What follows belongs to an exercise in optimizing a design on an open flow for small area, a short achievable clock period and few clock cycles; a production flow would make more cautious choices. Power figures rest on the tool's default switching activity, not on a simulated workload.

## xenon
==> flow/design.v <==
module t43dr_encoder (
    input  wire        clk,
    input  wire        rst,
    input  wire        start_valid,
    output wire        start_ready,
    input  wire [7:0]  cmd,
    input  wire [15:0] len,
    input  wire        data_valid,
    output wire        data_ready,
    input  wire [7:0]  data,
    output wire        wire_valid,
    input  wire        wire_ready,
    output wire [7:0]  wire_data,
    output reg         size_err
);
    localparam [7:0] START = 8'h02;
    localparam [7:0] END   = 8'h03;
    localparam [7:0] ESC   = 8'h1B;
    reg s_idle, s_rej, s_cmd, s_lenh, s_lenl, s_data, s_chk, s_end;
    reg [9:0] cnt;        
    reg [7:0] sum;
    reg       wv;         
    reg       ef;         
    reg       em0;        
    reg       em3;        
    reg [7:0] wd;
    function is_marker(input [7:0] b);
        is_marker = (b == START) || (b == END) || (b == ESC);
    endfunction
    assign wire_valid = wv;
    assign wire_data  = wd;
    wire can_load = wire_ready && !ef;
    reg hdr_rdy;
    reg dat_rdy;
    assign start_ready = wire_ready && hdr_rdy;
    assign data_ready  = wire_ready && dat_rdy;
    wire too_long = (|len[15:10]) || (len[9] && (|len[8:0]));
    reg  hdr_seen;
    reg  hdr_long;
    wire go    = s_idle && hdr_seen && !hdr_long;    
    wire d_in  = s_data && data_valid;
    wire load  = can_load && (go || s_cmd || s_lenh || s_lenl || d_in || s_chk || s_end);
    wire [7:0] val = ({8{s_idle}} & START)
                   | ({8{s_cmd}}  & cmd)
                   | ({8{s_lenh}} & {6'd0, cnt[9:8]})
                   | ({8{s_lenl}} & cnt[7:0])
                   | ({8{s_data}} & data)
                   | ({8{s_chk}}  & sum)
                   | ({8{s_end}}  & END);
    wire mk = !(s_idle || s_end) && is_marker(val);
    wire cnt_zero = (cnt == 10'd0);
    wire cnt_one  = (cnt == 10'd1);
    wire n_idle = (s_idle && !go && !(hdr_seen && hdr_long)) || (s_idle && go && !can_load)
               || (s_rej && wire_ready) || (s_end && can_load);
    wire n_rej  = (s_idle && hdr_seen && hdr_long) || (s_rej && !wire_ready);
    wire n_cmd  = (go && can_load) || (s_cmd && !can_load);
    wire n_lenh = (s_cmd && can_load) || (s_lenh && !can_load);
    wire n_lenl = (s_lenh && can_load) || (s_lenl && !can_load);
    wire n_data = (s_lenl && can_load && !cnt_zero) || (s_data && !(d_in && can_load && cnt_one));
    wire n_chk  = (s_lenl && can_load && cnt_zero) || (d_in && can_load && cnt_one) || (s_chk && !can_load);
    wire n_end  = (s_chk && can_load) || (s_end && !can_load);
    wire n_ef = load ? mk : (ef && !wire_ready);
    always @(posedge clk) begin
        if (wire_ready)
            wd <= ef ? (em3 ? ESC : {7'd1, em0}) : (mk ? ESC : val);
        if (can_load) begin
            em0 <= val[0];
            em3 <= val[3];
        end
        if (load && (s_idle || s_cmd || s_lenh || s_lenl || s_data))
            sum <= s_idle ? 8'h00 : (sum ^ val);
        if (load && s_cmd)
            cnt <= len[9:0];
        else if (load && s_data)
            cnt <= cnt - 10'd1;
        hdr_long <= too_long;
    end
    always @(posedge clk) begin
        if (rst) begin
            s_idle   <= 1'b1;
            s_rej    <= 1'b0;
            s_cmd    <= 1'b0;
            s_lenh   <= 1'b0;
            s_lenl   <= 1'b0;
            s_data   <= 1'b0;
            s_chk    <= 1'b0;
            s_end    <= 1'b0;
            wv       <= 1'b0;
            ef       <= 1'b0;
            size_err <= 1'b0;
            hdr_rdy  <= 1'b0;
            dat_rdy  <= 1'b0;
            hdr_seen <= 1'b0;
        end else begin
            s_idle   <= n_idle;
            s_rej    <= n_rej;
            s_cmd    <= n_cmd;
            s_lenh   <= n_lenh;
            s_lenl   <= n_lenl;
            s_data   <= n_data;
            s_chk    <= n_chk;
            s_end    <= n_end;
            size_err <= s_rej && wire_ready;
            ef       <= n_ef;
            if (load)
                wv <= 1'b1;
            else if (wire_ready && !ef)
                wv <= 1'b0;
            hdr_rdy  <= n_cmd || n_rej;
            dat_rdy  <= n_data && !n_ef;
            hdr_seen <= start_valid && !start_ready;
        end
    end
endmodule
module t43dr_decoder (
    input  wire        clk,
    input  wire        rst,
    input  wire        clear,
    input  wire        in_valid,
    output wire        in_ready,
    input  wire [7:0]  in_data,
    output reg         out_valid,
    input  wire        out_ready,
    output reg         out_last,
    output wire [7:0]  out_data,
    output wire [2:0]  out_status,
    output wire [7:0]  out_cmd,
    output wire [15:0] out_len
);
    reg st_cmd;     
    reg st_lh;      
    reg st_ll;      
    reg st_dat;     
    reg st_chk;     
    reg st_we;      
    reg esc;
    reg [7:0] cmd_r;
    reg [9:0] P;
    reg [9:0] Q;
    reg       h_big;    
    reg [7:0] sum;
    reg [7:0] ev_r;
    assign out_cmd    = cmd_r;
    assign out_len    = {Q[5:0], P};
    assign out_data   = ev_r;
    assign out_status = ev_r[2:0];
    assign in_ready = out_ready;
    wire fire = in_valid && out_ready;
    wire c_cmd = st_cmd && !clear;
    wire c_lh  = st_lh  && !clear;
    wire c_ll  = st_ll  && !clear;
    wire c_dat = st_dat && !clear;
    wire c_chk = st_chk && !clear;
    wire c_we  = st_we  && !clear;
    wire c_esc = esc    && !clear;
    wire c_in  = c_cmd || c_lh || c_ll || c_dat || c_chk || c_we;    
    wire is_se   = (in_data[7:1] == 7'b0000001);    
    wire is_esc  = (in_data == 8'h1B);
    wire literal = c_esc || !(is_se || is_esc);
    wire e_esc   = !c_esc && is_esc;                 
    wire e_start = !c_esc && is_se && !in_data[0];
    wire e_end   = !c_esc && is_se &&  in_data[0];
    wire len_big  = h_big || (P[9] && (|in_data));
    wire len_zero = !h_big && (P[9:8] == 2'd0) && (in_data == 8'd0);
    reg  dq;
    wire cnt_last = dq ? (Q == 10'd2) : (Q == 10'd1);
    wire n_cmd = e_start || (c_cmd && e_esc);
    wire n_lh  = (c_cmd && literal) || (c_lh && e_esc);
    wire n_ll  = (c_lh  && literal) || (c_ll && e_esc);
    wire n_dat = (c_ll  && literal && !len_big && !len_zero)
              || (c_dat && literal && !cnt_last) || (c_dat && e_esc);
    wire n_chk = (c_ll  && literal && len_zero)
              || (c_dat && literal && cnt_last) || (c_chk && e_esc);
    wire n_we  = (c_chk && literal) || (c_we && e_esc);
    wire ev_size = c_ll && literal && len_big;
    wire ev_dat  = c_dat && literal;
    wire ev_end  = e_end && c_we;
    wire ev      = ev_size || ev_dat || (c_we && literal) || (e_end && c_in);
    wire [2:0] ev_status = ev_size ? 3'd3 :
                           ev_end  ? {1'b0, (sum != 8'h00), 1'b0} : 3'd4;
    always @(posedge clk) begin
        if (st_cmd)
            cmd_r <= in_data;
        if (st_lh) begin
            P[9:8] <= in_data[1:0];
            h_big  <= (|in_data[7:2]) || (&in_data[1:0]);
        end
        if (st_ll)
            P[7:0] <= in_data;
        if (st_lh)
            Q <= {4'd0, in_data[7:2]};
        else if (st_ll && !len_big)
            Q <= {P[9:8], in_data};
        else if (dq)
            Q <= Q - 10'd1;
        dq <= !rst && st_dat && fire && !clear && !e_esc;
        if (fire && !e_esc)
            sum <= c_cmd ? in_data : (sum ^ in_data);
        if (out_ready) begin
            out_last <= !ev_dat;
            ev_r     <= {in_data[7:3], ev_dat ? in_data[2:0] : ev_status};
        end
    end
    always @(posedge clk) begin
        if (rst) begin
            st_cmd    <= 1'b0;
            st_lh     <= 1'b0;
            st_ll     <= 1'b0;
            st_dat    <= 1'b0;
            st_chk    <= 1'b0;
            st_we     <= 1'b0;
            esc       <= 1'b0;
            out_valid <= 1'b0;
        end else begin
            if (out_ready)
                out_valid <= in_valid && ev;
            if (fire) begin
                st_cmd <= n_cmd;
                st_lh  <= n_lh;
                st_ll  <= n_ll;
                st_dat <= n_dat;
                st_chk <= n_chk;
                st_we  <= n_we;
                esc    <= e_esc;
            end else if (clear) begin
                st_cmd <= 1'b0;
                st_lh  <= 1'b0;
                st_ll  <= 1'b0;
                st_dat <= 1'b0;
                st_chk <= 1'b0;
                st_we  <= 1'b0;
                esc    <= 1'b0;
            end
        end
    end
endmodule
module t43dr_codec (
    input  wire        clk,
    input  wire        rst,
    input  wire        tx_start_valid,
    output wire        tx_start_ready,
    input  wire [7:0]  tx_cmd,
    input  wire [15:0] tx_len,
    input  wire        tx_data_valid,
    output wire        tx_data_ready,
    input  wire [7:0]  tx_data,
    output wire        txw_valid,
    input  wire        txw_ready,
    output wire [7:0]  txw_data,
    output wire        tx_size_err,
    input  wire        rx_clear,
    input  wire        rx_valid,
    output wire        rx_ready,
    input  wire [7:0]  rx_data,
    output wire        rxo_valid,
    input  wire        rxo_ready,
    output wire        rxo_last,
    output wire [7:0]  rxo_data,
    output wire [2:0]  rxo_status,
    output wire [7:0]  rxo_cmd,
    output wire [15:0] rxo_len
);
    t43dr_encoder u_enc (
        .clk         (clk),
        .rst         (rst),
        .start_valid (tx_start_valid),
        .start_ready (tx_start_ready),
        .cmd         (tx_cmd),
        .len         (tx_len),
        .data_valid  (tx_data_valid),
        .data_ready  (tx_data_ready),
        .data        (tx_data),
        .wire_valid  (txw_valid),
        .wire_ready  (txw_ready),
        .wire_data   (txw_data),
        .size_err    (tx_size_err)
    );
    t43dr_decoder u_dec (
        .clk        (clk),
        .rst        (rst),
        .clear      (rx_clear),
        .in_valid   (rx_valid),
        .in_ready   (rx_ready),
        .in_data    (rx_data),
        .out_valid  (rxo_valid),
        .out_ready  (rxo_ready),
        .out_last   (rxo_last),
        .out_data   (rxo_data),
        .out_status (rxo_status),
        .out_cmd    (rxo_cmd),
        .out_len    (rxo_len)
    );
endmodule
clock: 4.0 ns
lec_check: 0
cap_margin: 20
core_margin: 2
core_utilization: 40
setup_slack_margin: 2.0
slew_margin: 20
standard.sh (not shown) runs the stock make flow with config.mk's settings and CLKGATE_MAP_FILE= SYNTH_SCRIPT=/design/flow/synth_recipe.tcl, a recipe that flattens the netlist after the stock synthesis.
==> flow/flow/run.sh <==
#!/bin/bash
# Standard ORFS layout, with two changes: the port buffers are a small, fast
# buffer instead of the default delay buffer, and clock tree synthesis adds
# no dummy loads.
set -euo pipefail
PORTBUF=sky130_fd_sc_hd__buf_1
CTS="-sink_clustering_enable -repair_clock_nets -buf_list sky130_fd_sc_hd__clkbuf_8 -dont_use_dummy_load"
bash standard.sh "BUFFER_PORTS_ARGS=-buffer_cell $PORTBUF" "CTS_ARGS=$CTS" finish > standard.log 2>&1
Looking at the reports, xenon completed the entire flow and the layout it produced met the timing, design-rule and antenna checks.
Here is what was changed in the inputs of amber compared with xenon.
-- flow/design.v --
<<< xenon, line 22
    reg       wv;         
    reg       ef;         
    reg       em0;        
    reg       em3;        
    reg [7:0] wd;
    function is_marker(input [7:0] b);
>>> amber, line 22
    reg       wv;         
    reg       ef;         
    reg [7:0] wd;
    function is_marker(input [7:0] b);
<<< xenon, line 29
    endfunction
    assign wire_valid = wv;
    assign wire_data  = wd;
    wire can_load = wire_ready && !ef;
    reg hdr_rdy;
>>> amber, line 27
    endfunction
    assign wire_valid = wv;
    assign wire_data  = ef ? ESC : wd;
    wire can_load = wire_ready && !ef;
    reg hdr_rdy;
<<< xenon, line 48
                   | ({8{s_chk}}  & sum)
                   | ({8{s_end}}  & END);
    wire mk = !(s_idle || s_end) && is_marker(val);
    wire cnt_zero = (cnt == 10'd0);
    wire cnt_one  = (cnt == 10'd1);
>>> amber, line 46
                   | ({8{s_chk}}  & sum)
                   | ({8{s_end}}  & END);
    wire mk = (s_cmd  && is_marker(cmd))
           || (s_lenh && (cnt[9:8] == 2'd2))
           || (s_lenl && is_marker(cnt[7:0]))
           || (s_data && is_marker(data))
           || (s_chk  && is_marker(sum));
    wire cnt_zero = (cnt == 10'd0);
    wire cnt_one  = (cnt == 10'd1);
<<< xenon, line 62
    wire n_ef = load ? mk : (ef && !wire_ready);
    always @(posedge clk) begin
        if (wire_ready)
            wd <= ef ? (em3 ? ESC : {7'd1, em0}) : (mk ? ESC : val);
        if (can_load) begin
            em0 <= val[0];
            em3 <= val[3];
        end
        if (load && (s_idle || s_cmd || s_lenh || s_lenl || s_data))
            sum <= s_idle ? 8'h00 : (sum ^ val);
        if (load && s_cmd)
            cnt <= len[9:0];
        else if (load && s_data)
>>> amber, line 64
    wire n_ef = load ? mk : (ef && !wire_ready);
    always @(posedge clk) begin
        if (can_load)
            wd <= val;
        if (s_cmd)
            sum <= cmd;
        else if (load && (s_lenh || s_lenl || s_data))
            sum <= sum ^ val;
        if (s_cmd)
            cnt <= len[9:0];
        else if (load && s_data)
<<< xenon, line 163
    wire len_big  = h_big || (P[9] && (|in_data));
    wire len_zero = !h_big && (P[9:8] == 2'd0) && (in_data == 8'd0);
    reg  dq;
    wire cnt_last = dq ? (Q == 10'd2) : (Q == 10'd1);
    wire n_cmd = e_start || (c_cmd && e_esc);
    wire n_lh  = (c_cmd && literal) || (c_lh && e_esc);
>>> amber, line 163
    wire len_big  = h_big || (P[9] && (|in_data));
    wire len_zero = !h_big && (P[9:8] == 2'd0) && (in_data == 8'd0);
    wire cnt_last = (Q == 10'd1);
    wire n_cmd = e_start || (c_cmd && e_esc);
    wire n_lh  = (c_cmd && literal) || (c_lh && e_esc);
<<< xenon, line 184
        if (st_lh) begin
            P[9:8] <= in_data[1:0];
            h_big  <= (|in_data[7:2]) || (&in_data[1:0]);
        end
        if (st_ll)
            P[7:0] <= in_data;
        if (st_lh)
            Q <= {4'd0, in_data[7:2]};
        else if (st_ll && !len_big)
            Q <= {P[9:8], in_data};
        else if (dq)
            Q <= Q - 10'd1;
        dq <= !rst && st_dat && fire && !clear && !e_esc;
        if (fire && !e_esc)
            sum <= c_cmd ? in_data : (sum ^ in_data);
>>> amber, line 183
        if (st_lh) begin
            P[9:8] <= in_data[1:0];
            Q      <= {4'd0, in_data[7:2]};
            h_big  <= (|in_data[7:2]) || (&in_data[1:0]);
        end
        if (st_ll) begin
            P[7:0] <= in_data;
            if (!len_big)
                Q <= {P[9:8], in_data};
        end
        if (st_dat && fire && !clear && !e_esc)
            Q <= Q - 10'd1;
        if (fire && !e_esc)
            sum <= c_cmd ? in_data : (sum ^ in_data);
### Flow results
| maximum fanout along the worst path | higher: amber |
Final hold slack down 0.049 ns in amber wrt xenon
Cmp xenon and amber / clock skew / lower: amber
amber has design area below what xenon had.
amber vs xenon — post-placement worst setup slack rose 0.049 ns.
In amber, count of fill cells added during filler insertion is higher than in xenon.
Higher part of the power in the clock network goes to amber over xenon.
Delta (amber minus xenon): register fraction of the total cell area lost 2.1 points, total design power lost 61 uW, wire length of the first global-routing pass lost about 3%, count of non-CTS buffers in the layout lost 2.5%, sequential cell count lost 3.
No run of this note included a check of the RTL's function; only the layout flow was run.

[separate check: timing with driven ports]
How much do the figures lean on ideal ports? The routed layouts below were timed once more, with nothing changed but the port constraints.
Step 1: set_driving_cell puts a clkbuf_16 on clk and a buf_2 on each other input, an assumption about the parent block.
Step 2 moves the port delays by t, midway between the first and last clock arrival at a register: inputs arrive t later, outputs are due t later. That takes back most of the time a late clock gives input paths.
Three values: ideal, step 1, step 2; two values: the first two.
run	t, ns	slack for setup (ns)	worst setup path at the end	slew at the worst register clock pin (ns)
xenon	0.392	1.884 / 1.873 / 1.480	input to register	0.09 / 0.09
amber	0.389	1.943 / 1.938 / 1.549	input to register	0.10 / 0.10
After both steps setup and hold are still met in every run listed. The setup slack of xenon, which loses most, moves by -0.011 ns with the drivers and by -0.404 ns with both steps.
